Source: an optimization exercise on an open RTL-to-GDS flow (aim: small area, a short achievable clock period and few clock cycles). Production flows keep margins and buffers that such runs may drop. Where RTL was checked, it was by simulation tests only, not by an equivalence proof against the original. Only the layout flow was run in runs 1 and 4; the RTL was not checked for function there.

==> flow/design.v, too long to show whole: its modules and the start of the top module <==
// module uhre_fxu: 610 lines
// module fxu_lane_b: 464 lines
// module fxu_lane_a: 530 lines
// module fxu_fadd: 180 lines
module uhre_fxu (
    input  wire        clk,
    input  wire        rst,         
    input  wire        cmd_valid,
    input  wire [15:0] cmd_word,
    output wire        cmd_ready,
    output reg         done,
    input  wire        wr_en,
    input  wire [4:0]  wr_addr,
    input  wire [15:0] wr_data,
    input  wire [4:0]  rd_addr,
    output reg  [15:0] rd_data
);
  // ...
==> flow/flow/run.sh <==
#!/bin/bash
set -euo pipefail
export SETUP_SLACK_MARGIN=7
bash standard.sh > make.log 2>&1
==> flow/standard.sh <==
#!/bin/bash
# synth_recipe.tcl (not shown) runs the flow's synth.tcl, then flattens the netlist and writes it again
# the make line also repeats each setting of config.mk as NAME=value (left out here)
make -C /OpenROAD-flow-scripts/flow DESIGN_CONFIG=/design/flow/config.mk WORK_HOME=/design/flow/orfs CLKGATE_MAP_FILE= SYNTH_SCRIPT=/design/flow/synth_recipe.tcl "${@:-finish}"
==> flow/config.mk <==
export PLATFORM = sky130hd
export DESIGN_NAME = uhre_fxu
export DESIGN_NICKNAME = uhre_fxu
export VERILOG_FILES = /design/flow/design.v
export SDC_FILE = /design/flow/constraint.sdc
export NUM_CORES = 8
export LEC_CHECK = 0
export ABC_AREA = 1
export CAP_MARGIN = 20
export CORE_MARGIN = 2
export CORE_UTILIZATION = 45
export PLACE_DENSITY = 0.62
export SLEW_MARGIN = 20
==> flow/constraint.sdc <==
create_clock -name core_clock -period 14.0 [get_ports {clk}]
set_input_delay 2.8000 -clock core_clock [delete_from_list [all_inputs] [get_ports {clk}]]
set_output_delay 2.8000 -clock core_clock [all_outputs]
set_load 0.01 [all_outputs]
==> impl_metrics.toml, run 1 <==
[status]
status = "complete, no violations"

[final_layout]
stdcell_count = 12500
fin_nets = 11100
multi_input_gates = 7294
multi_input_area_share_pct = 58.2
nonClockInverterCount = 1524
area_delta_synth_final_pct = 27.0
clock_buffers = 93
seq_area_um2 = 17200
final_area_um2 = 88600

[synth]
synth_area_per_cell_um2 = 7.06
synthDistinctLibCells = 74
synth_nets = 10600
netlist_area_um2 = 69800
synth-xor-area-share_pct = 5.70
synthTopCellsByArea = "edfxtp_1 (19%), nand2_1 (12%), fa_1 (9.1%), inv_1 (7.8%), ha_1 (6.5%)"

[sta]
maxSlewHeadroom_pct = 5.32
min_period_over_period_pct = 55.4
setup-tns-final_ns = 0
final_hold_viol_count = 0

[worst_setup_path]
cp-end-kind = "output port"
critPathMaxFanout = 9
r2r_end = "rf[35]"
ff2ff_setup_slack_ns = 6.70
crit_start = "rd_addr[0]"
cp_num_cells = 12

[floorplanning]
core_um2 = 154000
die_h_um = 398

[clock_network]
h-tree-depth = 3
clk_latency_ns = 0.75

[route]
viasPerCell = 6.57
topRoutingLayerUsed = "met5"

[grt]
grt.overflow.total = 0

[place]
placedInstanceArea_um2 = 72900
==> module uhre_fxu, before the edit <==
module uhre_fxu (
    input  wire        clk,
    input  wire        rst,         
    input  wire        cmd_valid,
    input  wire [15:0] cmd_word,
    output wire        cmd_ready,
    output reg         done,
    input  wire        wr_en,
    input  wire [4:0]  wr_addr,
    input  wire [15:0] wr_data,
    input  wire [4:0]  rd_addr,
    output reg  [15:0] rd_data
);
    localparam [4:0] OP_NOP    = 5'd0,  OP_FADD  = 5'd1,  OP_FSUB  = 5'd2,
                     OP_FMUL   = 5'd3,  OP_FDIV  = 5'd4,  OP_AADD  = 5'd5,
                     OP_FSIN   = 5'd6,  OP_FCOS  = 5'd7,  OP_ITOF  = 5'd8,
                     OP_FTOI   = 5'd9,  OP_MID   = 5'd10, OP_MROT  = 5'd11,
                     OP_MTRANS = 5'd12, OP_MSCALE= 5'd13, OP_XFORM = 5'd14,
                     OP_PROJ   = 5'd15;
    localparam [2:0] CL_FMUL = 3'd0, CL_PROJ = 3'd1, CL_XFORM = 3'd2, CL_MSCALE = 3'd3,
                     CL_MROT = 3'd4, CL_MTRANS = 3'd5, CL_FDIV = 3'd6;
    function [8:0] quarter_lo(input [5:0] i);
        case (i)
            6'd0: quarter_lo = 9'd0;
            6'd1: quarter_lo = 9'd6;
            6'd2: quarter_lo = 9'd13;
            6'd3: quarter_lo = 9'd19;
            6'd4: quarter_lo = 9'd25;
            6'd5: quarter_lo = 9'd31;
            6'd6: quarter_lo = 9'd38;
            6'd7: quarter_lo = 9'd44;
            6'd8: quarter_lo = 9'd50;
            6'd9: quarter_lo = 9'd56;
            6'd10: quarter_lo = 9'd62;
            6'd11: quarter_lo = 9'd68;
            6'd12: quarter_lo = 9'd74;
            6'd13: quarter_lo = 9'd80;
            6'd14: quarter_lo = 9'd86;
            6'd15: quarter_lo = 9'd92;
            6'd16: quarter_lo = 9'd98;
            6'd17: quarter_lo = 9'd104;
            6'd18: quarter_lo = 9'd109;
            6'd19: quarter_lo = 9'd115;
            6'd20: quarter_lo = 9'd121;
            6'd21: quarter_lo = 9'd126;
            6'd22: quarter_lo = 9'd132;
            6'd23: quarter_lo = 9'd137;
            6'd24: quarter_lo = 9'd142;
            6'd25: quarter_lo = 9'd147;
            6'd26: quarter_lo = 9'd152;
            6'd27: quarter_lo = 9'd157;
            6'd28: quarter_lo = 9'd162;
            6'd29: quarter_lo = 9'd167;
            6'd30: quarter_lo = 9'd172;
            6'd31: quarter_lo = 9'd177;
            6'd32: quarter_lo = 9'd181;
            6'd33: quarter_lo = 9'd185;
            6'd34: quarter_lo = 9'd190;
            6'd35: quarter_lo = 9'd194;
            6'd36: quarter_lo = 9'd198;
            6'd37: quarter_lo = 9'd202;
            6'd38: quarter_lo = 9'd206;
            6'd39: quarter_lo = 9'd209;
            6'd40: quarter_lo = 9'd213;
            6'd41: quarter_lo = 9'd216;
            6'd42: quarter_lo = 9'd220;
            6'd43: quarter_lo = 9'd223;
            6'd44: quarter_lo = 9'd226;
            6'd45: quarter_lo = 9'd229;
            6'd46: quarter_lo = 9'd231;
            6'd47: quarter_lo = 9'd234;
            6'd48: quarter_lo = 9'd237;
            6'd49: quarter_lo = 9'd239;
            6'd50: quarter_lo = 9'd241;
            6'd51: quarter_lo = 9'd243;
            6'd52: quarter_lo = 9'd245;
            6'd53: quarter_lo = 9'd247;
            6'd54: quarter_lo = 9'd248;
            6'd55: quarter_lo = 9'd250;
            6'd56: quarter_lo = 9'd251;
            6'd57: quarter_lo = 9'd252;
            6'd58: quarter_lo = 9'd253;
            6'd59: quarter_lo = 9'd254;
            6'd60: quarter_lo = 9'd255;
            6'd61: quarter_lo = 9'd255;
            6'd62: quarter_lo = 9'd256;
            6'd63: quarter_lo = 9'd256;
            default: quarter_lo = 9'd0;
        endcase
    endfunction
    function [8:0] quarter_hi(input [5:0] i);
        case (i)
            6'd0: quarter_hi = 9'd256;
            6'd1: quarter_hi = 9'd256;
            6'd2: quarter_hi = 9'd256;
            6'd3: quarter_hi = 9'd255;
            6'd4: quarter_hi = 9'd255;
            6'd5: quarter_hi = 9'd254;
            6'd6: quarter_hi = 9'd253;
            6'd7: quarter_hi = 9'd252;
            6'd8: quarter_hi = 9'd251;
            6'd9: quarter_hi = 9'd250;
            6'd10: quarter_hi = 9'd248;
            6'd11: quarter_hi = 9'd247;
            6'd12: quarter_hi = 9'd245;
            6'd13: quarter_hi = 9'd243;
            6'd14: quarter_hi = 9'd241;
            6'd15: quarter_hi = 9'd239;
            6'd16: quarter_hi = 9'd237;
            6'd17: quarter_hi = 9'd234;
            6'd18: quarter_hi = 9'd231;
            6'd19: quarter_hi = 9'd229;
            6'd20: quarter_hi = 9'd226;
            6'd21: quarter_hi = 9'd223;
            6'd22: quarter_hi = 9'd220;
            6'd23: quarter_hi = 9'd216;
            6'd24: quarter_hi = 9'd213;
            6'd25: quarter_hi = 9'd209;
            6'd26: quarter_hi = 9'd206;
            6'd27: quarter_hi = 9'd202;
            6'd28: quarter_hi = 9'd198;
            6'd29: quarter_hi = 9'd194;
            6'd30: quarter_hi = 9'd190;
            6'd31: quarter_hi = 9'd185;
            6'd32: quarter_hi = 9'd181;
            6'd33: quarter_hi = 9'd177;
            6'd34: quarter_hi = 9'd172;
            6'd35: quarter_hi = 9'd167;
            6'd36: quarter_hi = 9'd162;
            6'd37: quarter_hi = 9'd157;
            6'd38: quarter_hi = 9'd152;
            6'd39: quarter_hi = 9'd147;
            6'd40: quarter_hi = 9'd142;
            6'd41: quarter_hi = 9'd137;
            6'd42: quarter_hi = 9'd132;
            6'd43: quarter_hi = 9'd126;
            6'd44: quarter_hi = 9'd121;
            6'd45: quarter_hi = 9'd115;
            6'd46: quarter_hi = 9'd109;
            6'd47: quarter_hi = 9'd104;
            6'd48: quarter_hi = 9'd98;
            6'd49: quarter_hi = 9'd92;
            6'd50: quarter_hi = 9'd86;
            6'd51: quarter_hi = 9'd80;
            6'd52: quarter_hi = 9'd74;
            6'd53: quarter_hi = 9'd68;
            6'd54: quarter_hi = 9'd62;
            6'd55: quarter_hi = 9'd56;
            6'd56: quarter_hi = 9'd50;
            6'd57: quarter_hi = 9'd44;
            6'd58: quarter_hi = 9'd38;
            6'd59: quarter_hi = 9'd31;
            6'd60: quarter_hi = 9'd25;
            6'd61: quarter_hi = 9'd19;
            6'd62: quarter_hi = 9'd13;
            6'd63: quarter_hi = 9'd6;
            default: quarter_hi = 9'd0;
        endcase
    endfunction
    function legal(input [15:0] w);
        begin
            case (w[15:11])
                OP_NOP, OP_MID:                      legal = (w[10:0] == 11'd0);
                OP_FADD, OP_FSUB, OP_FMUL, OP_FDIV,
                OP_AADD:                             legal = (w[1:0] == 2'd0);
                OP_FSIN, OP_FCOS, OP_ITOF, OP_FTOI,
                OP_XFORM, OP_PROJ:                   legal = (w[4:0] == 5'd0);
                OP_MROT:                             legal = (w[10:8] == 3'd0) && (w[4:2] == 3'd0)
                                                             && (w[1:0] != 2'd3);
                OP_MTRANS, OP_MSCALE:                legal = (w[10:8] == 3'd0) && (w[4:0] == 5'd0);
                default:                             legal = 1'b0;
            endcase
        end
    endfunction
    function [4:0] blen(input [15:0] v);
        integer b;
        begin
            blen = 5'd0;
            for (b = 0; b < 16; b = b + 1)
                if (v[b]) blen = b + 1;
        end
    endfunction
    function [3:0] el_idx(input [1:0] row, input [1:0] col);
        el_idx = (col == 2'd3) ? 4'd9 + {2'd0, row} : {row, 1'b0} + {2'd0, row} + {2'd0, col};
    endfunction
    function [1:0] el_row(input [3:0] e);
        case (e)
            4'd0, 4'd1, 4'd2, 4'd9:  el_row = 2'd0;
            4'd3, 4'd4, 4'd5, 4'd10: el_row = 2'd1;
            default:                 el_row = 2'd2;
        endcase
    endfunction
    function [1:0] rot_row(input [1:0] axis, input sel_q);
        case (axis)
            2'd0:    rot_row = sel_q ? 2'd2 : 2'd1;
            2'd1:    rot_row = sel_q ? 2'd2 : 2'd0;
            default: rot_row = sel_q ? 2'd1 : 2'd0;
        endcase
    endfunction
    function [7:0] msc_pair(input [2:0] k);
        case (k)
            3'd0:    msc_pair = {4'd3,  4'd0};
            3'd1:    msc_pair = {4'd4,  4'd1};
            3'd2:    msc_pair = {4'd5,  4'd6};
            3'd3:    msc_pair = {4'd10, 4'd7};
            3'd4:    msc_pair = {4'd2,  4'd8};
            default: msc_pair = {4'd9,  4'd11};
        endcase
    endfunction
    function [23:0] benc(input [15:0] y, input negate);
        integer i;
        reg b0, b1, b2;
        begin
            for (i = 0; i < 8; i = i + 1) begin
                b0 = (i == 0) ? 1'b0 : y[2*i-1];
                b1 = y[2*i];
                b2 = y[2*i+1];
                benc[i]      = b1 ^ b0;
                benc[8 + i]  = (b2 & ~b1 & ~b0) | (~b2 & b1 & b0);
                benc[16 + i] = b2 ^ negate;
            end
        end
    endfunction
    reg [127:0] rf;           
    reg [191:0] ee;           
    reg [15:0]  psx, psy, cx, cy;
    reg         flag_ov, flag_dz, flag_ill;
    reg        busy;
    reg [2:0]  cls;
    reg [3:0]  step;
    reg [2:0]  rd_q, rs1_q;
    reg [1:0]  fn_q;
    reg [15:0] xa, xb;
    reg [23:0] ya, yb;            
    reg [15:0] v0, v1, v2;        
    reg [33:0] za, zb;            
    reg        pnn_a, pnn_b;      
    reg        c_zx, c_rnd8a, c_rnd16a, c_rnd8b, c_rnd16b;
    reg        c_wp, c_ws, c_wdiv, c_ova, c_ovb, c_wea, c_web, c_mt, c_last;
    reg [2:0]  c_tp, c_ts, c_pidx;
    reg [3:0]  c_eia, c_eib;
    reg [1:0]  c_rowa;
    reg        d_neg;
    wire [15:0] d_r  = zb[15:0];
    wire [17:0] d_d3 = zb[33:16];
    wire [29:0] d_nq = za[29:0];
    wire [15:0] d_d  = xb;
    assign cmd_ready = ~busy;
    wire [4:0] w_op  = cmd_word[15:11];
    wire [2:0] w_rd  = cmd_word[10:8];
    wire [2:0] w_rs1 = cmd_word[7:5];
    wire [2:0] w_rs2 = cmd_word[4:2];
    wire [1:0] w_fn  = cmd_word[1:0];
    wire       w_legal = legal(cmd_word);
    wire       accept  = ~busy & cmd_valid;
    wire       acc_ok  = accept & w_legal;
    wire       hw      = ~busy & wr_en;           
    wire [2:0]  pa_idx = busy ? c_pidx : w_rs1;
    wire [15:0] pa     = rf[16*pa_idx +: 16];
    wire [15:0] pb     = rf[16*w_rs2 +: 16];
    wire [2:0]  pc_idx = w_rs1 + 3'd1;
    wire [15:0] pc     = rf[16*pc_idx +: 16];         
    wire [8:0]  q_lo  = quarter_lo(pa[5:0]);
    wire [8:0]  q_hi  = quarter_hi(pa[5:0]);
    wire [8:0]  s_mag = pa[6] ? q_hi : q_lo;
    wire [8:0]  c_mag = pa[6] ? q_lo : q_hi;
    wire        s_neg = pa[7];
    wire        c_neg = pa[7] ^ pa[6];
    wire [15:0] sin_v = s_neg ? 16'd0 - {7'd0, s_mag} : {7'd0, s_mag};
    wire [15:0] cos_v = c_neg ? 16'd0 - {7'd0, c_mag} : {7'd0, c_mag};
    wire        sp_neg = s_neg ^ (w_fn == 2'd1);      
    wire [16:0] add_s  = {pa[15], pa} + {pb[15], pb};
    wire [16:0] sub_s  = {pa[15], pa} - {pb[15], pb};
    wire [7:0]  ang_s  = pa[7:0] + pb[7:0];
    wire [16:0] ftoi_s = {pa[15], pa} + 17'd127 + {16'd0, ~pa[15]};
    wire        itof_ov = !((pa[15:7] == 9'h000) || (pa[15:7] == 9'h1FF));
    reg [15:0] alu_v;
    reg        alu_ov;
    always @(*) begin
        alu_v  = 16'd0;
        alu_ov = 1'b0;
        case (w_op)
            OP_FADD: begin alu_v = add_s[15:0]; alu_ov = add_s[16] ^ add_s[15]; end
            OP_FSUB: begin alu_v = sub_s[15:0]; alu_ov = sub_s[16] ^ sub_s[15]; end
            OP_AADD: alu_v = {8'd0, ang_s};
            OP_FSIN: alu_v = sin_v;
            OP_FCOS: alu_v = cos_v;
            OP_ITOF: begin alu_v = {pa[7:0], 8'd0}; alu_ov = itof_ov; end
            OP_FTOI: alu_v = {{8{ftoi_s[16]}}, ftoi_s[15:8]};
            default: alu_v = pa[15] ? 16'h8000 : 16'h7FFF;    
        endcase
    end
    wire [15:0] mt_t  = ~busy ? ee[16*9 +: 16] : ee[16*11 +: 16];
    wire [16:0] mt_s  = {mt_t[15], mt_t} + {pa[15], pa};
    wire        mt_ov = mt_s[16] ^ mt_s[15];
    wire [16:0] mt1_s = {ee[16*10+15], ee[16*10 +: 16]} + {pc[15], pc};
    wire        mt1_ov = mt1_s[16] ^ mt1_s[15];
    wire [33:0] b_s, b_c, a_s, a_c;
    fxu_lane_b u_lane_b (.x(xb), .one(yb[7:0]), .two(yb[15:8]), .neg(yb[23:16]), .z(zb),
                         .k7(c_rnd8b | c_rnd16b), .k15(c_rnd16b), .cin0(c_rnd16b & pnn_b),
                         .s(b_s), .c(b_c));
    fxu_lane_a u_lane_a (.x(xa), .one(ya[7:0]), .two(ya[15:8]), .neg(ya[23:16]), .z(za),
                         .zx(zb & {34{c_zx}}),
                         .k7(c_rnd8a | c_rnd16a), .k15(c_rnd16a), .cin0(c_rnd16a & pnn_a),
                         .s(a_s), .c(a_c));
    wire [33:0] sum_a, sum_b;
    fxu_fadd u_fadd_a (.s(a_s), .c(a_c), .rnd8(c_rnd8a), .sum(sum_a));
    fxu_fadd u_fadd_b (.s(b_s), .c(b_c), .rnd8(c_rnd8b), .sum(sum_b));
    wire [25:0] h_a   = sum_a[33:8];
    wire [25:0] h_b   = sum_b[33:8];
    wire        ova   = !((h_a[25:15] == 11'h000) || (h_a[25:15] == 11'h7FF));
    wire        ovb   = !((h_b[25:15] == 11'h000) || (h_b[25:15] == 11'h7FF));
    wire [15:0] cla   = (h_a[25:18] == 8'h00 || h_a[25:18] == 8'hFF) ? h_a[23:8] :
                        (h_a[25] ? 16'hFC00 : 16'h03FF);
    wire [15:0] clb   = (h_b[25:18] == 8'h00 || h_b[25:18] == 8'hFF) ? h_b[23:8] :
                        (h_b[25] ? 16'hFC00 : 16'h03FF);
    function [17:0] r4step(input [15:0] r, input [1:0] nb, input [15:0] d, input [17:0] d3);
        reg [17:0] t;
        reg [18:0] e1, e2, e3;
        begin
            t  = {r, nb};
            e1 = {1'b0, t} - {3'b0, d};
            e2 = {1'b0, t} - {2'b0, d, 1'b0};
            e3 = {1'b0, t} - {1'b0, d3};
            if (!e3[18])      r4step = {2'd3, e3[15:0]};
            else if (!e2[18]) r4step = {2'd2, e2[15:0]};
            else if (!e1[18]) r4step = {2'd1, e1[15:0]};
            else              r4step = {2'd0, t[15:0]};
        end
    endfunction
    wire [17:0] dst1 = r4step(d_r, d_nq[29:28], d_d, d_d3);
    wire [15:0] d_r2  = div_first ? d_init[45:30] : dst1[15:0];
    wire [1:0]  d_nb2 = div_first ? d_init[29:28] : d_nq[27:26];
    wire [17:0] d_d32 = div_first ? d_3d : d_d3;
    wire [17:0] dst2 = r4step(d_r2, d_nb2, d_d, d_d32);
    wire [24:0] d_q    = d_nq[24:0];
    wire [25:0] d_res  = ({2'b0, d_q[24:1]} ^ {26{d_neg}}) + {25'd0, d_q[0] ^ d_neg};
    wire        d_ov   = !((d_res[25:15] == 11'h000) || (d_res[25:15] == 11'h7FF));
    wire [15:0] abs_pa = pa[15] ? 16'd0 - pa : pa;
    wire [15:0] abs_pb = pb[15] ? 16'd0 - pb : pb;
    wire [4:0]  d_la   = blen(za[15:0]);
    wire [4:0]  d_lb   = blen(xb);
    wire [5:0]  d_gsum = {1'b0, d_lb} + 6'd20 - {1'b0, d_la};
    wire [2:0]  d_gh   = (d_gsum[5:2] > 4'd7) ? 3'd7 : d_gsum[4:2];      
    wire [45:0] d_init = {16'd0, 5'd0, za[15:0], 9'd0} << {d_gh, 2'b00};
    wire [17:0] d_3d   = {2'b0, xb} + {1'b0, xb, 1'b0};
    reg       w_multi;
    reg [2:0] w_cls;
    always @(*) begin
        w_multi = 1'b0;
        w_cls   = CL_FMUL;
        if (w_legal) begin
            case (w_op)
                OP_FMUL:   begin w_multi = 1'b1; w_cls = CL_FMUL;   end
                OP_PROJ:   begin w_multi = 1'b1; w_cls = CL_PROJ;   end
                OP_XFORM:  begin w_multi = 1'b1; w_cls = CL_XFORM;  end
                OP_MSCALE: begin w_multi = 1'b1; w_cls = CL_MSCALE; end
                OP_MROT:   begin w_multi = 1'b1; w_cls = CL_MROT;   end
                OP_MTRANS: begin w_multi = 1'b1; w_cls = CL_MTRANS; end
                OP_FDIV:   begin w_multi = (pb != 16'd0); w_cls = CL_FDIV; end
                default: ;
            endcase
        end
    end
    wire div_acc   = ~busy & (w_op == OP_FDIV);
    wire div_first = busy & (cls == CL_FDIV) & (step == 4'd1);
    wire div_iter  = busy & (cls == CL_FDIV) & (step != 4'd1);
    wire [2:0] ld_cls  = busy ? cls : w_cls;
    wire [3:0] ld_step = busy ? step + 4'd1 : 4'd1;
    wire [1:0] ld_fn   = busy ? fn_q : w_fn;
    wire [2:0] ld_rd   = busy ? rd_q : w_rd;
    wire [2:0] ld_rs1  = busy ? rs1_q : w_rs1;
    wire [1:0] ld_col  = ld_step[2:1] - {1'b0, ~ld_step[0]};    
    reg        n_zx, n_rnd8a, n_rnd16a, n_rnd8b, n_rnd16b;
    reg        n_wp, n_ws, n_wdiv, n_ova, n_ovb, n_wea, n_web, n_mt, n_last;
    reg [2:0]  n_tp, n_pidx;
    reg [3:0]  n_eia, n_eib;
    reg        n_za_t0, n_za_t2, n_za_acc, n_za_c, n_zb_t1, n_zb_acc, n_zb_c;
    reg [3:0]  ia, ib;           
    always @(*) begin
        n_zx = 1'b0; n_rnd8a = 1'b0; n_rnd16a = 1'b0; n_rnd8b = 1'b0; n_rnd16b = 1'b0;
        n_wp = 1'b0; n_ws = 1'b0; n_wdiv = 1'b0; n_ova = 1'b0; n_ovb = 1'b0;
        n_wea = 1'b0; n_web = 1'b0; n_mt = 1'b0; n_last = 1'b0;
        n_tp = ld_rd; n_pidx = ld_rs1; n_eia = 4'd0; n_eib = 4'd0;
        n_za_t0 = 1'b0; n_za_t2 = 1'b0; n_za_acc = 1'b0; n_za_c = 1'b0;
        n_zb_t1 = 1'b0; n_zb_acc = 1'b0; n_zb_c = 1'b0;
        ia = 4'd0; ib = 4'd0;
        case (ld_cls)
            CL_FMUL: begin
                n_rnd8a = 1'b1; n_wp = 1'b1; n_ova = 1'b1; n_last = 1'b1;
            end
            CL_PROJ: begin
                n_za_c = 1'b1; n_zb_c = 1'b1; n_rnd16a = 1'b1; n_rnd16b = 1'b1;
                n_wp = 1'b1; n_ws = 1'b1; n_last = 1'b1;
            end
            CL_XFORM: begin
                n_pidx = ld_rs1 + ld_step[2:0];
                case (ld_step)
                    4'd1: begin n_za_t0 = 1'b1; n_zb_t1 = 1'b1; ia = 4'd0; ib = 4'd3; end
                    4'd2: begin n_za_acc = 1'b1; n_zb_acc = 1'b1; ia = 4'd1; ib = 4'd4; end
                    4'd3: begin n_za_acc = 1'b1; n_zb_acc = 1'b1; n_rnd8a = 1'b1; n_rnd8b = 1'b1;
                                n_wp = 1'b1; n_ws = 1'b1; n_ova = 1'b1; n_ovb = 1'b1;
                                ia = 4'd2; ib = 4'd5; end
                    4'd4: begin n_za_t2 = 1'b1; ia = 4'd6; ib = 4'd7; end
                    default: begin
                                n_za_acc = 1'b1; n_zb_acc = 1'b1; n_zx = 1'b1; n_rnd8a = 1'b1;
                                n_wp = 1'b1; n_tp = ld_rd + 3'd2; n_ova = 1'b1; n_last = 1'b1;
                                ia = 4'd8; end
                endcase
            end
            CL_MSCALE: begin
                n_rnd8a = 1'b1; n_rnd8b = 1'b1; n_wea = 1'b1; n_web = 1'b1;
                n_ova = 1'b1; n_ovb = 1'b1;
                n_last = (ld_step == 4'd6);
                {ia, ib} = msc_pair(ld_step[2:0] - 3'd1);
                n_eia = ia; n_eib = ib;
            end
            CL_MROT: begin
                n_last = (ld_step == 4'd8);
                ia = el_idx(rot_row(ld_fn, ~ld_step[0]), ld_col);
                ib = ia;
                if (~ld_step[0]) begin
                    n_za_acc = 1'b1; n_zb_acc = 1'b1; n_rnd8a = 1'b1; n_rnd8b = 1'b1;
                    n_wea = 1'b1; n_web = 1'b1; n_ova = 1'b1; n_ovb = 1'b1;
                    n_eia = el_idx(rot_row(ld_fn, 1'b0), ld_col);
                    n_eib = el_idx(rot_row(ld_fn, 1'b1), ld_col);
                end
            end
            CL_MTRANS: begin
                n_mt = 1'b1; n_eia = 4'd11; n_pidx = ld_rs1 + 3'd2; n_last = 1'b1;
            end
            default: begin   
                if (div_first ? (d_gh == 3'd7) : (ld_step == 4'd9)) begin
                    n_wp = 1'b1; n_wdiv = 1'b1; n_ova = 1'b1; n_last = 1'b1;
                end
            end
        endcase
    end
    wire        do_wp   = busy ? c_wp : (acc_ok && (w_op == OP_FADD || w_op == OP_FSUB ||
                          w_op == OP_AADD || w_op == OP_FSIN || w_op == OP_FCOS ||
                          w_op == OP_ITOF || w_op == OP_FTOI ||
                          w_op == OP_FDIV));    
    wire [2:0]  tp      = busy ? c_tp : w_rd;
    wire [2:0]  ts      = c_ts;
    wire        do_ws   = busy & c_ws;
    wire        bs_alu  = ~busy & ~hw;
    wire        bs_div  = busy & c_wdiv;
    wire        bs_a8   = busy & ~c_wdiv & ~c_rnd16a;
    wire        bs_a16  = busy & ~c_wdiv & c_rnd16a;
    wire        bs_b8   = busy & ~c_rnd16b;
    wire        bs_b16  = busy & c_rnd16b;
    wire [15:0] bus_pa  = ({16{bs_div}} & d_res[15:0]) | ({16{bs_a8}} & h_a[15:0]) |
                          ({16{bs_a16}} & cla);
    wire [15:0] bus_pb  = ({16{bs_b8}} & h_b[15:0]) | ({16{bs_b16}} & clb);
    wire [15:0] bus_re  = ({16{hw}} & wr_data) | ({16{bs_alu}} & alu_v) |
                          (tp[0] ? bus_pb : bus_pa);
    wire [15:0] bus_ro  = ({16{hw}} & wr_data) | ({16{bs_alu}} & alu_v) |
                          (tp[0] ? bus_pa : bus_pb);
    wire        mid     = acc_ok & (w_op == OP_MID);
    wire        mt0     = acc_ok & (w_op == OP_MTRANS);
    wire        mt_we   = mt0 | (busy & c_mt);
    wire [15:0] bus_e0  = hw ? wr_data : mt_we ? mt_s[15:0] : (c_rowa == 2'd0) ? h_a[15:0] : h_b[15:0];
    wire [15:0] bus_e1  = hw ? wr_data : mt0 ? mt1_s[15:0] : (c_rowa == 2'd1) ? h_a[15:0] : h_b[15:0];
    wire [15:0] bus_e2  = hw ? wr_data : mt_we ? mt_s[15:0] : (c_rowa == 2'd2) ? h_a[15:0] : h_b[15:0];
    wire        ov_set  = busy ? ((c_ova & (c_wdiv ? d_ov : ova)) | (c_ovb & ovb) | (c_mt & mt_ov))
                               : (acc_ok & ((w_op == OP_MTRANS) ? (mt_ov | mt1_ov) : alu_ov));
    genvar gi;
    generate
        for (gi = 0; gi < 8; gi = gi + 1) begin : g_rf
            wire we = rst | (hw & (wr_addr == gi)) | (do_wp & (tp == gi)) | (do_ws & (ts == gi));
            always @(posedge clk)
                if (we) rf[16*gi +: 16] <= rst ? 16'd0 : ((gi % 2) ? bus_ro : bus_re);
        end
        for (gi = 0; gi < 12; gi = gi + 1) begin : g_ee
            localparam integer ROW = (gi < 9) ? gi / 3 : gi - 9;
            wire we = rst | mid | (hw & (wr_addr == gi + 8)) |
                      (busy & c_wea & (c_eia == gi)) | (busy & c_web & (c_eib == gi)) |
                      (mt0 & (gi == 9 || gi == 10)) | (busy & c_mt & (c_eia == gi));
            wire [15:0] init = (gi == 0 || gi == 4 || gi == 8) ? 16'h0100 : 16'h0000;
            always @(posedge clk)
                if (we) ee[16*gi +: 16] <= (rst | mid) ? init :
                                           (ROW == 0) ? bus_e0 : (ROW == 1) ? bus_e1 : bus_e2;
        end
    endgenerate
    always @(posedge clk) begin
        if (rst) begin
            psx <= 16'h0100; psy <= 16'h0100; cx <= 16'd0; cy <= 16'd0;
        end else if (hw) begin
            if (wr_addr == 5'd20) psx <= wr_data;
            if (wr_addr == 5'd21) psy <= wr_data;
            if (wr_addr == 5'd22) cx  <= wr_data;
            if (wr_addr == 5'd23) cy  <= wr_data;
        end
    end
    always @(posedge clk) begin
        if (rst) begin
            flag_ov <= 1'b0; flag_dz <= 1'b0; flag_ill <= 1'b0;
        end else if (hw && wr_addr == 5'd24) begin
            {flag_ill, flag_dz, flag_ov} <= wr_data[2:0];
        end else begin
            if (ov_set) flag_ov <= 1'b1;
            if (acc_ok && w_op == OP_FDIV && pb == 16'd0) flag_dz <= 1'b1;
            if (accept && !w_legal) flag_ill <= 1'b1;
        end
    end
    always @(posedge clk) begin
        if (rst) begin
            busy <= 1'b0;
            done <= 1'b0;
        end else if (busy) begin
            done <= c_last;
            busy <= ~c_last;
        end else begin
            done <= accept & ~w_multi;
            busy <= accept & w_multi;
        end
    end
    always @(posedge clk) begin
        step <= div_first ? {1'b0, d_gh} + 4'd2 : ld_step;
        if (~busy) begin
            cls   <= w_cls;
            rd_q  <= w_rd;
            rs1_q <= w_rs1;
            fn_q  <= w_fn;
        end
        c_zx <= n_zx;
        c_rnd8a <= n_rnd8a; c_rnd16a <= n_rnd16a; c_rnd8b <= n_rnd8b; c_rnd16b <= n_rnd16b;
        c_wp <= n_wp; c_ws <= n_ws; c_wdiv <= n_wdiv; c_ova <= n_ova; c_ovb <= n_ovb;
        c_wea <= n_wea; c_web <= n_web; c_mt <= n_mt; c_last <= n_last;
        c_tp <= n_tp; c_ts <= ld_rd + 3'd1; c_pidx <= n_pidx;
        c_eia <= n_eia; c_eib <= n_eib; c_rowa <= el_row(n_eia);
        za <= ({34{n_za_t0}}  & {{10{ee[16*9+15]}},  ee[16*9  +: 16], 8'd0}) |
              ({34{n_za_t2}}  & {{10{ee[16*11+15]}}, ee[16*11 +: 16], 8'd0}) |
              ({34{n_za_acc}} & sum_a) | ({34{n_za_c}} & {{2{cx[15]}}, cx, 16'd0}) |
              ({34{div_acc}}  & {18'd0, abs_pa}) |
              ({34{div_first}} & {4'd0, d_init[27:0], dst2[17:16]}) |
              ({34{div_iter}} & {4'd0, d_nq[25:0], dst1[17:16], dst2[17:16]});
        zb <= ({34{n_zb_t1}}  & {{10{ee[16*10+15]}}, ee[16*10 +: 16], 8'd0}) |
              ({34{n_zb_acc}} & sum_b) | ({34{n_zb_c}} & {{2{cy[15]}}, cy, 16'd0}) |
              ({34{div_first}} & {d_3d, dst2[15:0]}) |
              ({34{div_iter}} & {d_d3, dst2[15:0]});
    end
    wire [15:0] ea = ee[16*ia +: 16];
    wire [15:0] eb = ee[16*ib +: 16];
    always @(posedge clk) begin
        if (~busy) begin
            case (w_op)
                OP_FMUL:   begin xa <= pb;  ya <= benc(pa, 1'b0); end
                OP_FDIV:   xb <= abs_pb;
                OP_PROJ:   begin xa <= psx; xb <= psy; ya <= benc(pa, 1'b0); yb <= benc(pc, 1'b0); end
                OP_MROT:   begin xa <= ea;  xb <= eb;
                                 ya <= benc(cos_v, 1'b0); yb <= benc({7'd0, s_mag}, sp_neg); end
                default:   begin xa <= ea;  xb <= eb;  ya <= benc(pa, 1'b0); yb <= benc(pa, 1'b0); end
            endcase
            v0 <= pa;
            pnn_a <= ~(psx[15] ^ pa[15]) | (psx == 16'd0) | (pa == 16'd0);
            pnn_b <= ~(psy[15] ^ pc[15]) | (psy == 16'd0) | (pc == 16'd0);
        end else begin
            xa <= ea;
            if (cls != CL_FDIV) xb <= eb;
            case (cls)
                CL_MROT: begin
                    ya <= step[0] ? {~yb[23:16], yb[15:0]} : yb;
                    yb <= step[0] ? ya : {~ya[23:16], ya[15:0]};
                end
                CL_XFORM: begin
                    case (step)
                        4'd1: begin ya <= benc(pa, 1'b0); yb <= benc(pa, 1'b0); v1 <= pa; end
                        4'd2: begin ya <= benc(pa, 1'b0); yb <= benc(pa, 1'b0); v2 <= pa; end
                        4'd3: begin ya <= benc(v0, 1'b0); yb <= benc(v1, 1'b0); end
                        default: begin ya <= benc(v2, 1'b0); end
                    endcase
                end
                default: ;
            endcase
        end
    end
    always @(posedge clk)
        if (~busy) d_neg <= pa[15] ^ pb[15];
    always @(*) begin
        case (rd_addr)
            5'd0:  rd_data = rf[16*0 +: 16];
            5'd1:  rd_data = rf[16*1 +: 16];
            5'd2:  rd_data = rf[16*2 +: 16];
            5'd3:  rd_data = rf[16*3 +: 16];
            5'd4:  rd_data = rf[16*4 +: 16];
            5'd5:  rd_data = rf[16*5 +: 16];
            5'd6:  rd_data = rf[16*6 +: 16];
            5'd7:  rd_data = rf[16*7 +: 16];
            5'd8:  rd_data = ee[16*0 +: 16];
            5'd9:  rd_data = ee[16*1 +: 16];
            5'd10: rd_data = ee[16*2 +: 16];
            5'd11: rd_data = ee[16*3 +: 16];
            5'd12: rd_data = ee[16*4 +: 16];
            5'd13: rd_data = ee[16*5 +: 16];
            5'd14: rd_data = ee[16*6 +: 16];
            5'd15: rd_data = ee[16*7 +: 16];
            5'd16: rd_data = ee[16*8 +: 16];
            5'd17: rd_data = ee[16*9 +: 16];
            5'd18: rd_data = ee[16*10 +: 16];
            5'd19: rd_data = ee[16*11 +: 16];
            5'd20: rd_data = psx;
            5'd21: rd_data = psy;
            5'd22: rd_data = cx;
            5'd23: rd_data = cy;
            5'd24: rd_data = {13'd0, flag_ill, flag_dz, flag_ov};
            default: rd_data = 16'd0;
        endcase
    end
endmodule
==> run 2: changes to the inputs <==
--- a/flow/design.v
+++ b/flow/design.v
@@ -259,5 +259,6 @@
     wire [15:0] pa     = rf[16*pa_idx +: 16];
-    wire [15:0] pb     = rf[16*w_rs2 +: 16];
-    wire [2:0]  pc_idx = w_rs1 + 3'd1;
-    wire [15:0] pc     = rf[16*pc_idx +: 16];         
+    wire        w_pc   = (w_op == OP_PROJ) || (w_op == OP_MTRANS);
+    wire [2:0]  pb_idx = w_pc ? w_rs1 + 3'd1 : w_rs2;
+    wire [15:0] pb     = rf[16*pb_idx +: 16];
+    wire [15:0] pc     = pb;
     wire [8:0]  q_lo  = quarter_lo(pa[5:0]);
@@ -579,30 +580,38 @@
         if (~busy) d_neg <= pa[15] ^ pb[15];
+    wire [15:0] rd_mux;
+    fxu_rdmux u_rdmux (.a(rd_addr), .rf(rf), .ee(ee), .psx(psx), .psy(psy), .cx(cx), .cy(cy),
+                       .st({flag_ill, flag_dz, flag_ov}), .d(rd_mux));
+    always @(*) rd_data = rd_mux;
+endmodule
+module fxu_rdmux (input [4:0] a, input [127:0] rf, input [191:0] ee, input [15:0] psx,
+                  input [15:0] psy, input [15:0] cx, input [15:0] cy, input [2:0] st,
+                  output reg [15:0] d);
     always @(*) begin
-        case (rd_addr)
-            5'd0:  rd_data = rf[16*0 +: 16];
-            5'd1:  rd_data = rf[16*1 +: 16];
-            5'd2:  rd_data = rf[16*2 +: 16];
-            5'd3:  rd_data = rf[16*3 +: 16];
-            5'd4:  rd_data = rf[16*4 +: 16];
-            5'd5:  rd_data = rf[16*5 +: 16];
-            5'd6:  rd_data = rf[16*6 +: 16];
-            5'd7:  rd_data = rf[16*7 +: 16];
-            5'd8:  rd_data = ee[16*0 +: 16];
-            5'd9:  rd_data = ee[16*1 +: 16];
-            5'd10: rd_data = ee[16*2 +: 16];
-            5'd11: rd_data = ee[16*3 +: 16];
-            5'd12: rd_data = ee[16*4 +: 16];
-            5'd13: rd_data = ee[16*5 +: 16];
-            5'd14: rd_data = ee[16*6 +: 16];
-            5'd15: rd_data = ee[16*7 +: 16];
-            5'd16: rd_data = ee[16*8 +: 16];
-            5'd17: rd_data = ee[16*9 +: 16];
-            5'd18: rd_data = ee[16*10 +: 16];
-            5'd19: rd_data = ee[16*11 +: 16];
-            5'd20: rd_data = psx;
-            5'd21: rd_data = psy;
-            5'd22: rd_data = cx;
-            5'd23: rd_data = cy;
-            5'd24: rd_data = {13'd0, flag_ill, flag_dz, flag_ov};
-            default: rd_data = 16'd0;
+        case (a)
+            5'd0:  d = rf[16*0 +: 16];
+            5'd1:  d = rf[16*1 +: 16];
+            5'd2:  d = rf[16*2 +: 16];
+            5'd3:  d = rf[16*3 +: 16];
+            5'd4:  d = rf[16*4 +: 16];
+            5'd5:  d = rf[16*5 +: 16];
+            5'd6:  d = rf[16*6 +: 16];
+            5'd7:  d = rf[16*7 +: 16];
+            5'd8:  d = ee[16*0 +: 16];
+            5'd9:  d = ee[16*1 +: 16];
+            5'd10: d = ee[16*2 +: 16];
+            5'd11: d = ee[16*3 +: 16];
+            5'd12: d = ee[16*4 +: 16];
+            5'd13: d = ee[16*5 +: 16];
+            5'd14: d = ee[16*6 +: 16];
+            5'd15: d = ee[16*7 +: 16];
+            5'd16: d = ee[16*8 +: 16];
+            5'd17: d = ee[16*9 +: 16];
+            5'd18: d = ee[16*10 +: 16];
+            5'd19: d = ee[16*11 +: 16];
+            5'd20: d = psx;
+            5'd21: d = psy;
+            5'd22: d = cx;
+            5'd23: d = cy;
+            5'd24: d = {13'd0, st};
+            default: d = 16'd0;
         endcase
==> flow/flow/run.sh (replaced) <==
#!/bin/bash
set -euo pipefail
export SETUP_SLACK_MARGIN=5.8
bash standard.sh > make.log 2>&1
--- a/flow/config.mk
+++ b/flow/config.mk
@@ -10,4 +10,5 @@
 export CORE_MARGIN = 2
-export CORE_UTILIZATION = 45
-export PLACE_DENSITY = 0.62
+export CORE_UTILIZATION = 42
+export CTS_BUF_LIST = sky130_fd_sc_hd__clkbuf_8 sky130_fd_sc_hd__clkbuf_4
+export PLACE_DENSITY = 0.6
 export SLEW_MARGIN = 20
==> run 2 against run 1 <==
Sequential cell count unchanged. Cell area is 12% lower. First-iteration DRC count down 9.1%. Worst hold slack worse by 0.029 ns. Final cell count is 3.9% lower. Synthesized cell count is 3.4% lower. Largest cell class unchanged.
==> impl_metrics.toml, run 2 <==
[sta]
timing.final.ws_setup_ns = 5.67
holdWs_ns = 0.464
rsz0062_at_grt = "true"
fmax_mhz = 120
maxSlewHeadroom_pct = 11.1
final_hold_viol_count = 0
finalMaxSlewViolations = 0
worst_slew_pin_slew_ns = 1.32
min_period_over_period_pct = 59.5
setup_viol = 0
setup-tns-final_ns = 0
min_period_ns = 8.33
fin_skew_ns = 0.0595

[worst_setup_path]
crit_start = "rd_addr[2]"
ff2ff_setup_slack_ns = 5.96
required_ns = 11.20
r2r_end = "flag_ov"
critPathMaxFanout = 13
r2r-start = "xa[5]"
startpoint_type = "input pin"
cp-end-kind = "output port"
cp.arrival_ns = 5.53
crit_end = "rd_data[14]"
crit_type = "in2out"
ff2ff_path_depth = 37

[min_path]
hp-class = "reg2reg"
hp-start = "fn_q[0]"

[synth]
synth_common_cells = "nand2_1 (1,999), inv_1 (1,450), o21ai_0 (792)"
synthTopCellsByArea = "edfxtp_1 (20%), nand2_1 (11%), fa_1 (9.3%), inv_1 (8.0%), ha_1 (6.7%)"
synth_flop_cell = "edfxtp_1"
synthCells = 9543
yosys_register_bits = 632
yosys.area.top_type_share_pct = 19.8
netlist_area_um2 = 68400
synth_nets = 10300
ys_seq_area_share_pct = 25.1
yosys_warnings = 2
synth_area_per_cell_um2 = 7.17
synth_largest_area_cell = "edfxtp_1"
async_reset_ff_share_pct = 0
synth_edf_count = 451
yosysMostFrequentCell = "nand2_1"
synthDistinctLibCells = 77

[route]
vias = 76500
drc = 0
viasPerCell = 6.36
drtAntennaViolNets = 0
dr.first_iter.drc_count = 12400
first_pass_iters = 9
wirelength_um = 385000
wl_per_cell_um = 32.0

[grt]
grt_pass1_vias = 69700
grt.overflow.total = 0
track_usage_pct = 44.5
antenna_found_initial = 25
grt_first_pass_wirelength_um = 528000
grt_max_degree = 102

[final_layout]
top_register = "ee"
top_regs = "ee: 192 flops, rf: 128 flops"
largest_reg_flops = 192
drive_above_1_share_pct = 10.3
final_cell_mix = "nand2_1 (1,959), inv_1 (1,394), o21ai_0 (738)"
area_delta_synth_final_pct = 13.8
fin_nets = 10500
layout_commonest_cell = "nand2_1"
stdcell_count = 12000

[floorplanning]
fp.dieW_um = 408
dieArea_um2 = 166000
ios = 64
die_h_um = 408
core_um2 = 162000
rows = 148
initial_core_util_pct = 42.2

[clock_network]
cts-root-buf = "clkbuf_8"
clock-sinks = 632
path_clk_slew_ns = 0.06
cts_tree = "done"
h-tree-depth = 4
cts_buffer_depth = 3
cts_buffers = 130
clk_latency_ns = 0.93

[place]
placedCellCount = 11600
pre_cts_ws_ns = 4.02
gp_congestion = 1.17
dp_hpwl_um = 292000
portBuffers = 63

[job]
cap_viol_max_count = 0

[status]
status = "complete, no violations"
run 2: changes by cell type after synthesis, sizes merged, moves of 15 or more:
cell / before / now
nand2: 2219 / 2028
a21oi: 702 / 635
o21ai: 824 / 872
o211ai: 248 / 209
nor2: 663 / 628
buf: 160 / 134
nand3: 481 / 456
o221ai: 59 / 41
a31oi: 34 / 49
run 2: worst max-delay path, stage by stage:
cell,delay [ns]
dlygate4sd2_1,0.27
inv_2,0.07
nor2_1,0.05
buf_6,0.13
clkinvlp_4,0.09
buf_12,0.11
nor2_2,0.05
buf_12,0.16
clkinvlp_4,0.09
buf_4,0.14
o21ai_2,0.08
a2111oi_4,0.82
nand4_1,0.37
buf_2,0.25
run 2: final cells by class:
class / count / area [um2]
clock buffer: 180 / 2230
tap: 2175 / 2720
timing repair inverter: 2 / 12.5
multi-input combinational: 6976 / 45000
antenna: 21 / 52.6
sequential: 632 / 17200
clock inverter: 49 / 622
timing repair buffer: 465 / 4110
inverter: 1525 / 5950
fill: 16500 / 84300
run 2: per-stage QoR:
step,util (%),cell area (um2)
floorplan,-,68400
global placement,44.2,71800
detailed placement,44.2,71800
CTS,47.0,76200
global route,48.0,77900
finish,48.0,77900
run 2: worst min path at each step:
stage | cells after the start | slack, ns | to
floorplan | 2 | 0.43 | fn_q[0]
global placement | 2 | 0.44 | fn_q[0]
detailed placement | 2 | 0.45 | fn_q[0]
CTS | 2 | 0.46 | fn_q[0]
global route | 2 | 0.49 | fn_q[0]
finish | 2 | 0.46 | fn_q[0]
run 2: routing by layer:
metal	up-vias	global-route usage [%]	part of all wire, %
met1	36200	55.5	36
met2	6194	63.1	40
li1	32600	-	-
met4	8	35.4	10
met3	1517	14.0	14
met5	-	0.0287	0.013
run 2: cell families (layout without fill, tap and decap cells):
family	after synthesis	count (layout)	share of synthesized area, %
flops	632	632	25.1
simple gates	3340	3345	20.3
fa+ha+maj	687	687	16.1
xor+xnor	446	446	5.72
compound gates	2495	2495	21.8
other cells	0	21	0
buf+inv	1940	2221	11.0
mux	3	3	0.0457
run 2: timing repair:
| action | in CTS | in global routing |
|---|---|---|
| gates resized for setup | 213 | 169 |
| buffers inserted | 106 | 93 |
| setup endpoints to repair | 354 | 364 |
| cloned | 1 | 7 |
| hold buffers | 0 | 0 |
| pin swaps | 21 | 30 |
Testbench counts of run 2, summed over its fixed seeds: cycles 11,086.
==> run 3: changes to the inputs <==
==> flow/flow/run.sh (replaced) <==
#!/bin/bash
set -euo pipefail
export SETUP_SLACK_MARGIN=6.3
bash standard.sh > make.log 2>&1
--- a/flow/config.mk
+++ b/flow/config.mk
@@ -11,3 +11,2 @@
 export CORE_UTILIZATION = 42
-export CTS_BUF_LIST = sky130_fd_sc_hd__clkbuf_8 sky130_fd_sc_hd__clkbuf_4
 export PLACE_DENSITY = 0.6
==> run 3 against run 2 <==
Sequential cell count is the same. Core utilization up 1.4 points. Non-clock buffer count is 105 higher.
==> impl_metrics.toml, run 3 <==
[status]
status = "complete, no violations"

[clock_network]
cts_buffer_depth = 3
cts_buffers = 79
cts-root-buf = "clkbuf_16"
h-tree-depth = 3
clock-sinks = 632
postCtsHoldBufs = 0
path_clk_slew_ns = 0.07
cts_tree = "done"
clk_latency_ns = 0.75

[final_layout]
n_fill_cell = 16300
top_regs = "ee: 192 flops, rf: 128 flops"
multi_input_area_um2 = 46300
drive_above_1_share_pct = 12.8
fin_nets = 10500
final_cell_mix = "nand2_1 (1,918), inv_1 (1,369), o21ai_0 (697)"
seq_area_um2 = 17200
final_area_um2 = 80200
layout_commonest_cell = "nand2_1"
largest_reg_flops = 192
area_delta_synth_final_pct = 17.2
top_register = "ee"

[synth]
netlist_area_um2 = 68400
synthCells = 9543
synth_largest_area_cell = "edfxtp_1"
synth_flop_cell = "edfxtp_1"
yosys_warnings = 2
yosys_register_bits = 632
synth_nets = 10300
synthDistinctLibCells = 77
ys_seq_area_share_pct = 25.1
yosys.area.top_type_share_pct = 19.8
synth_common_cells = "nand2_1 (1,999), inv_1 (1,450), o21ai_0 (792)"
yosysMostFrequentCell = "nand2_1"
async_reset_ff_share_pct = 0
synth_edf_count = 451
synthTopCellsByArea = "edfxtp_1 (20%), nand2_1 (11%), fa_1 (9.3%), inv_1 (8.0%), ha_1 (6.7%)"
synth_area_per_cell_um2 = 7.17

[place]
dp_hpwl_um = 292000
placedInstanceArea_um2 = 71800
gp_congestion = 1.17
pre_cts_ws_ns = 4.02
portBuffers = 63

[job]
cap_viol_max_count = 0

[sta]
timing.final.ws_setup_ns = 6.01
min_period_ns = 7.99
min_period_over_period_pct = 57.0
final_hold_viol_count = 0
setup_viol = 0
maxSlewHeadroom_pct = 17.8
worst_slew_pin_slew_ns = 1.23
fin_skew_ns = 0.0934
rsz0062_at_grt = "true"
setup-tns-final_ns = 0
finalMaxSlewViolations = 0
fmax_mhz = 125

[route]
vias = 77100
first_pass_iters = 12
dr.first_iter.drc_count = 12900
topRoutingLayerUsed = "met5"
met2WireLength_um = 154000
drtAntennaViolNets = 0
wl_met3_um = 55500
wirelength_um = 390000
drc = 0
wl_met1_um = 139000
viasPerCell = 6.39
wl_per_cell_um = 32.4

[floorplanning]
fp.dieW_um = 408
core_um2 = 162000
dieArea_um2 = 166000
initial_core_util_pct = 42.2
rows = 148
ios = 64
die_h_um = 408

[worst_setup_path]
critical_path_buf_inv_count = 7
ff2ff_setup_slack_ns = 6.26
cp-end-kind = "output port"
required_ns = 11.20
startpoint_type = "input pin"
cp.arrival_ns = 5.19
crit_chain = "buf_6 > inv_4 > nor2_4 > buf_6 > clkinvlp_4 > buf_12 > nor2_4 > buf_8 > a221oi_2 > nand4_1 > nor4_4 > nand4_1 > buf_2"
crit_family = "simple AND/OR/NAND/NOR gates"
cp_slowest_cell = "nor4_4"
crit_type = "in2out"
slowest_delay_ns = 0.47
critPathMaxFanout = 8

[grt]
grt_first_pass_wirelength_um = 532000
grt_max_degree = 102
grt_pass1_vias = 69900
antenna_found_initial = 24
grt.overflow.total = 0
track_usage_pct = 44.9

[min_path]
hp-class = "reg2reg"
-- run 3: cell counts after synthesis --
No cell type changed its count.
-- run 3: kinds of logic (layout without fill, tap and decap cells) --
group / after synthesis / count (layout) / synth area share, %
fa+ha+maj: 687 / 687 / 16.1
other cells: 0 / 12 / 0
simple gates: 3340 / 3353 / 20.3
flops: 632 / 632 / 25.1
mux: 3 / 3 / 0.0457
compound gates: 2495 / 2495 / 21.8
buf+inv: 1940 / 2250 / 11.0
xor+xnor: 446 / 446 / 5.72
-- run 3: through the flow --
stage / std cells / utilization [%] / hold slack, ns
after global placement: 11600 / 44.2 / 0.442
after detailed placement: 11600 / 44.2 / 0.447
after floorplan: 9543 / - / 0.426
final: 12100 / 49.5 / 0.466
after global routing: 12000 / 49.4 / 0.496
after CTS: 11900 / 47.7 / 0.464
-- run 3: area by class of cell --
type / count / share of cell area [%]
timing repair inverter: 7 / 0.0546
inverter: 1525 / 7.57
multi-input combinational: 6984 / 57.8
timing repair buffer: 570 / 6.52
sequential: 632 / 21.4
antenna: 12 / 0.0374
clock buffer: 102 / 2.73
clock inverter: 46 / 0.538
tap: 2175 / 3.39
-- run 3: routing by layer --
metal,global-route usage [%],vias to the layer above
met5,0,-
met4,36.9,30
met3,14.5,1562
met2,63.2,6248
met1,55.8,36500
li1,-,32700
-- run 3: worst paths after layout --
path              startpoint     endpoint  cells after the start
setup / recovery  rd_addr[2]  rd_data[11]                     13
hold / removal       fn_q[0]      fn_q[0]                      2
setup reg to reg      xa[11]       rf[34]                     37
hold reg to reg      fn_q[0]      fn_q[0]                      2
-- run 3: what timing repair did --
item,in CTS,in global routing
pin swaps,51,92
cloned,8,15
endpoints found under the setup margin,419,385
setup buffers,181,121
gates resized for setup,452,403
-- run 3: worst reg2reg max path: cells and delay by family, from the launching register on --
family | cells | cell delay (ns)
simple gates | 21 | 2.70
fa+ha+maj | 6 | 2.58
buf+inv | 6 | 0.88
compound gates | 3 | 0.66
flops | 1 | 0.49
xor+xnor | 1 | 0.17
==> run 4: changes to the inputs <==
--- a/flow/design.v
+++ b/flow/design.v
@@ -245,3 +245,3 @@
     wire [17:0] d_d3 = zb[33:16];
-    wire [29:0] d_nq = za[29:0];
+    wire [31:0] d_nq = za[31:0];
     wire [15:0] d_d  = xb;
@@ -331,8 +331,8 @@
     endfunction
-    wire [17:0] dst1 = r4step(d_r, d_nq[29:28], d_d, d_d3);
-    wire [15:0] d_r2  = div_first ? d_init[45:30] : dst1[15:0];
-    wire [1:0]  d_nb2 = div_first ? d_init[29:28] : d_nq[27:26];
+    wire [17:0] dst1 = r4step(d_r, d_nq[31:30], d_d, d_d3);
+    wire [15:0] d_r2  = div_first ? d_init[47:32] : dst1[15:0];
+    wire [1:0]  d_nb2 = div_first ? d_init[31:30] : d_nq[29:28];
     wire [17:0] d_d32 = div_first ? d_3d : d_d3;
     wire [17:0] dst2 = r4step(d_r2, d_nb2, d_d, d_d32);
-    wire [24:0] d_q    = d_nq[24:0];
+    wire [24:0] d_q    = {d_nq[22:0], dst1[17:16]};
     wire [25:0] d_res  = ({2'b0, d_q[24:1]} ^ {26{d_neg}}) + {25'd0, d_q[0] ^ d_neg};
@@ -343,5 +343,5 @@
     wire [4:0]  d_lb   = blen(xb);
-    wire [5:0]  d_gsum = {1'b0, d_lb} + 6'd20 - {1'b0, d_la};
+    wire [5:0]  d_gsum = {1'b0, d_lb} + 6'd22 - {1'b0, d_la};
     wire [2:0]  d_gh   = (d_gsum[5:2] > 4'd7) ? 3'd7 : d_gsum[4:2];      
-    wire [45:0] d_init = {16'd0, 5'd0, za[15:0], 9'd0} << {d_gh, 2'b00};
+    wire [47:0] d_init = {16'd0, 7'd0, za[15:0], 9'd0} << {d_gh, 2'b00};
     wire [17:0] d_3d   = {2'b0, xb} + {1'b0, xb, 1'b0};
@@ -536,4 +536,4 @@
               ({34{div_acc}}  & {18'd0, abs_pa}) |
-              ({34{div_first}} & {4'd0, d_init[27:0], dst2[17:16]}) |
-              ({34{div_iter}} & {4'd0, d_nq[25:0], dst1[17:16], dst2[17:16]});
+              ({34{div_first}} & {2'd0, d_init[29:0], dst2[17:16]}) |
+              ({34{div_iter}} & {2'd0, d_nq[27:0], dst1[17:16], dst2[17:16]});
         zb <= ({34{n_zb_t1}}  & {{10{ee[16*10+15]}}, ee[16*10 +: 16], 8'd0}) |
@@ -587,33 +587,18 @@
                   input [15:0] psy, input [15:0] cx, input [15:0] cy, input [2:0] st,
-                  output reg [15:0] d);
-    always @(*) begin
-        case (a)
-            5'd0:  d = rf[16*0 +: 16];
-            5'd1:  d = rf[16*1 +: 16];
-            5'd2:  d = rf[16*2 +: 16];
-            5'd3:  d = rf[16*3 +: 16];
-            5'd4:  d = rf[16*4 +: 16];
-            5'd5:  d = rf[16*5 +: 16];
-            5'd6:  d = rf[16*6 +: 16];
-            5'd7:  d = rf[16*7 +: 16];
-            5'd8:  d = ee[16*0 +: 16];
-            5'd9:  d = ee[16*1 +: 16];
-            5'd10: d = ee[16*2 +: 16];
-            5'd11: d = ee[16*3 +: 16];
-            5'd12: d = ee[16*4 +: 16];
-            5'd13: d = ee[16*5 +: 16];
-            5'd14: d = ee[16*6 +: 16];
-            5'd15: d = ee[16*7 +: 16];
-            5'd16: d = ee[16*8 +: 16];
-            5'd17: d = ee[16*9 +: 16];
-            5'd18: d = ee[16*10 +: 16];
-            5'd19: d = ee[16*11 +: 16];
-            5'd20: d = psx;
-            5'd21: d = psy;
-            5'd22: d = cx;
-            5'd23: d = cy;
-            5'd24: d = {13'd0, st};
-            default: d = 16'd0;
-        endcase
-    end
+                  output [15:0] d);
+    wire [511:0] regs = {112'd0, {13'd0, st}, cy, cx, psy, psx, ee, rf};    
+    wire [127:0] l1;     
+    wire [31:0]  l2;     
+    genvar g;
+    generate
+        for (g = 0; g < 8; g = g + 1) begin : g_l1
+            wire [63:0] q = regs[64*g +: 64];
+            assign l1[16*g +: 16] = a[1] ? (a[0] ? q[63:48] : q[47:32]) : (a[0] ? q[31:16] : q[15:0]);
+        end
+        for (g = 0; g < 2; g = g + 1) begin : g_l2
+            wire [63:0] q = l1[64*g +: 64];
+            assign l2[16*g +: 16] = a[3] ? (a[2] ? q[63:48] : q[47:32]) : (a[2] ? q[31:16] : q[15:0]);
+        end
+    endgenerate
+    assign d = a[4] ? l2[31:16] : l2[15:0];
 endmodule
==> run 4 against run 3 <==
Final cell count increased by 0.79%. Via count about the same. Sequential cell count unchanged. Die area is 1.3% higher. Clock skew down 0.022 ns. Critical path depth shrank 5. Global-route usage fell by 1.1 points. Synthesized area is 1.3% higher. Worst setup slack better by 0.027 ns. Highest routed layer unchanged.
==> impl_metrics.toml, run 4 <==
[route]
topRoutingLayerUsed = "met5"
dr.first_iter.drc_count = 12100
wl_met1_um = 144000
vias = 77000
wirelength_um = 384000
viasPerCell = 6.34
drc = 0
wl_met3_um = 49500
first_pass_iters = 9
met2WireLength_um = 157000
wl_per_cell_um = 31.6
drtAntennaViolNets = 0

[min_path]
hp-class = "reg2reg"

[final_layout]
final_cell_mix = "nand2_1 (1,964), inv_1 (1,287), o21ai_0 (744)"
area_delta_synth_final_pct = 16.3
top_register = "ee"
drive_above_1_share_pct = 11.3
fin_nets = 10600
layout_commonest_cell = "nand2_1"
largest_reg_flops = 192
top_regs = "ee: 192 flops, rf: 128 flops"
final_area_um2 = 80600

[sta]
min_period_over_period_pct = 56.8
setup-tns-final_ns = 0
min_period_ns = 7.96
maxSlewHeadroom_pct = 16.5
fmax_mhz = 126
rsz0062_at_grt = "true"
fin_skew_ns = 0.0710
setup_viol = 0
final_hold_viol_count = 0
worst_slew_pin_slew_ns = 1.24
finalMaxSlewViolations = 0

[synth]
yosys.area.top_type_share_pct = 19.5
synth_flop_cell = "edfxtp_1"
yosysMostFrequentCell = "nand2_1"
synth_nets = 10400
synth_common_cells = "nand2_1 (2,029), inv_1 (1,343), o21ai_0 (803)"
ys_seq_area_share_pct = 24.8
synthCells = 9721
synth_edf_count = 451
yosys_register_bits = 632
synth_area_per_cell_um2 = 7.13
synthTopCellsByArea = "edfxtp_1 (20%), nand2_1 (11%), fa_1 (9.2%), inv_1 (7.3%), ha_1 (6.6%)"
netlist_area_um2 = 69300
synth_largest_area_cell = "edfxtp_1"
async_reset_ff_share_pct = 0
yosys_warnings = 1
synthDistinctLibCells = 72

[place]
portBuffers = 63
dp_hpwl_um = 285000
placedInstanceArea_um2 = 72200
gp_congestion = 1.09

[clock_network]
path_clk_slew_ns = 0.06
clock-sinks = 632
h-tree-depth = 3
cts-root-buf = "clkbuf_16"
cts_buffer_depth = 3
clk_latency_ns = 0.75
cts_tree = "done"
cts_buffers = 82

[status]
status = "complete, no violations"

[worst_setup_path]
cp-end-kind = "output port"
critical_path_buf_inv_count = 5
cp_slowest_cell = "clkdlybuf4s50_1"
critPathMaxFanout = 21
crit_type = "in2out"
crit_chain = "clkdlybuf4s50_1 > buf_12 > inv_1 > buf_12 > o211ai_1 > o21ai_1 > a32o_1 > clkdlybuf4s50_1"
slowest_delay_ns = 0.58
crit_family = "buffers and inverters"
required_ns = 11.20
startpoint_type = "input pin"
cp.arrival_ns = 5.16

[floorplanning]
initial_core_util_pct = 42.1
die_h_um = 410
fp.dieW_um = 410
dieArea_um2 = 168000
core_um2 = 164000
ios = 64
rows = 149

[grt]
track_usage_pct = 43.8
grt_first_pass_wirelength_um = 527000
grt_max_degree = 85
grt.overflow.total = 0
antenna_found_initial = 25
grt_pass1_vias = 70300

[job]
cap_viol_max_count = 0
-- run 4: changes by cell type in the layout (fill, tap and decap cells not counted), moves of 47 or more --
cell | previous run | this run
inv_1 | 1369 | 1287
o211ai_1 | 207 | 347
o22ai_1 | 325 | 271
a21oi_1 | 609 | 682
o21ai_0 | 697 | 744
nand3_1 | 427 | 515
-- run 4: stage by stage --
step	utilization (%)	worst slack (ns)	hold slack [ns]	cells
detailed placement	43.9	3.95	0.463	11700
floorplan	-	6.83	0.426	9721
global route	49.0	6.10	0.498	12100
CTS	47.6	6.14	0.479	12000
finish	49.0	6.04	0.483	12100
global placement	43.9	4.04	0.456	11700
-- run 4: repair_timing --
item / 4_1_cts / 5_1_grt
endpoints found under the hold margin: 0 / 0
resized for setup: 336 / 316
gates cloned: 17 / 10
setup endpoints to repair: 413 / 377
hold buffers: 0 / 0
pin swaps: 33 / 69
setup buffers: 187 / 96
-- run 4: layout make-up --
class	instances	area (um2)
inverters	1428	5650
clock buffers	97	2190
multi-input cells	7185	46600
fillers	16500	83800
repair buffers	540	5500
well taps	2189	2740
repair inverters	4	27.5
diodes	17	42.5
clock inverters	56	609
flip-flops and latches	632	17200
-- run 4: path summary, 6_finish.rpt --
path,from,end,slack (ns),cells after the start
setup reg to reg,xa[13],rf[97],6.40,34
hold / removal,fn_q[0],fn_q[0],0.48,2
setup / recovery,rd_addr[3],rd_data[14],6.04,8
hold reg to reg,fn_q[0],fn_q[0],0.48,2
-- run 4: tightest hold or removal path: stages (launching register included) --
cell and delay (ns):
dfxtp_1 0.31, mux2i_1 0.06, inv_1 0.07
-- run 4: logic make-up (layout without fill, tap and decap cells) --
group                      Yosys count  count (layout)  synth area share (%)
other                                0              17                     0
and+or+nand+nor                   3442            3446                  20.6
muxes                                3               3                0.0451
AOI/OAI and AO/OA                 2595            2596                  22.3
DFF                                632             632                  24.8
adders and majority gates          681             681                  15.7
xor gates and xnor gates           459             459                  5.80
buffers and inverters             1909            2125                  10.7
-- run 4: metal layers --
layer	up-vias	track usage (%)
met5	-	0
met4	20	32.4
met3	1254	12.2
met2	5765	62.8
met1	36700	56.1
li1	33300	-

[what the ideal ports hide]
No port has a modelled driver above. Below, the same layouts with a new extraction and two added sets of constraints.
Step 1 assumes that a clkbuf_16 drives the clock port and a buf_2 every other input.
Step 2 times the ports against the registers' clock, not the clock port: input delays grow and output delays shrink by t, the midpoint of the rising clock arrivals with the driver on.
Slacks: ideal / step 1 / step 2; pairs: ideal / step 1.
run | shift t [ns] | setup WS [ns] | latest minus earliest clock arrival (ns) | worst slew at a driven data input, ns
run 1 | 0.807 | 6.247 / 6.186 / 6.181 | 0.068 / 0.068 | 0.07
run 2 | 0.989 | 5.672 / 5.641 / 4.884 | 0.062 / 0.063 | 0.05
run 3 | 0.795 | 6.015 / 5.971 / 5.534 | 0.094 / 0.094 | 0.06
run 4 | 0.812 | 6.042 / 6.013 / 5.610 | 0.071 / 0.071 | 0.17
After both steps every run listed still meets setup and hold. For run 2, which loses most, drivers alone change the setup slack by -0.031 ns; drivers and shift together by -0.788 ns.
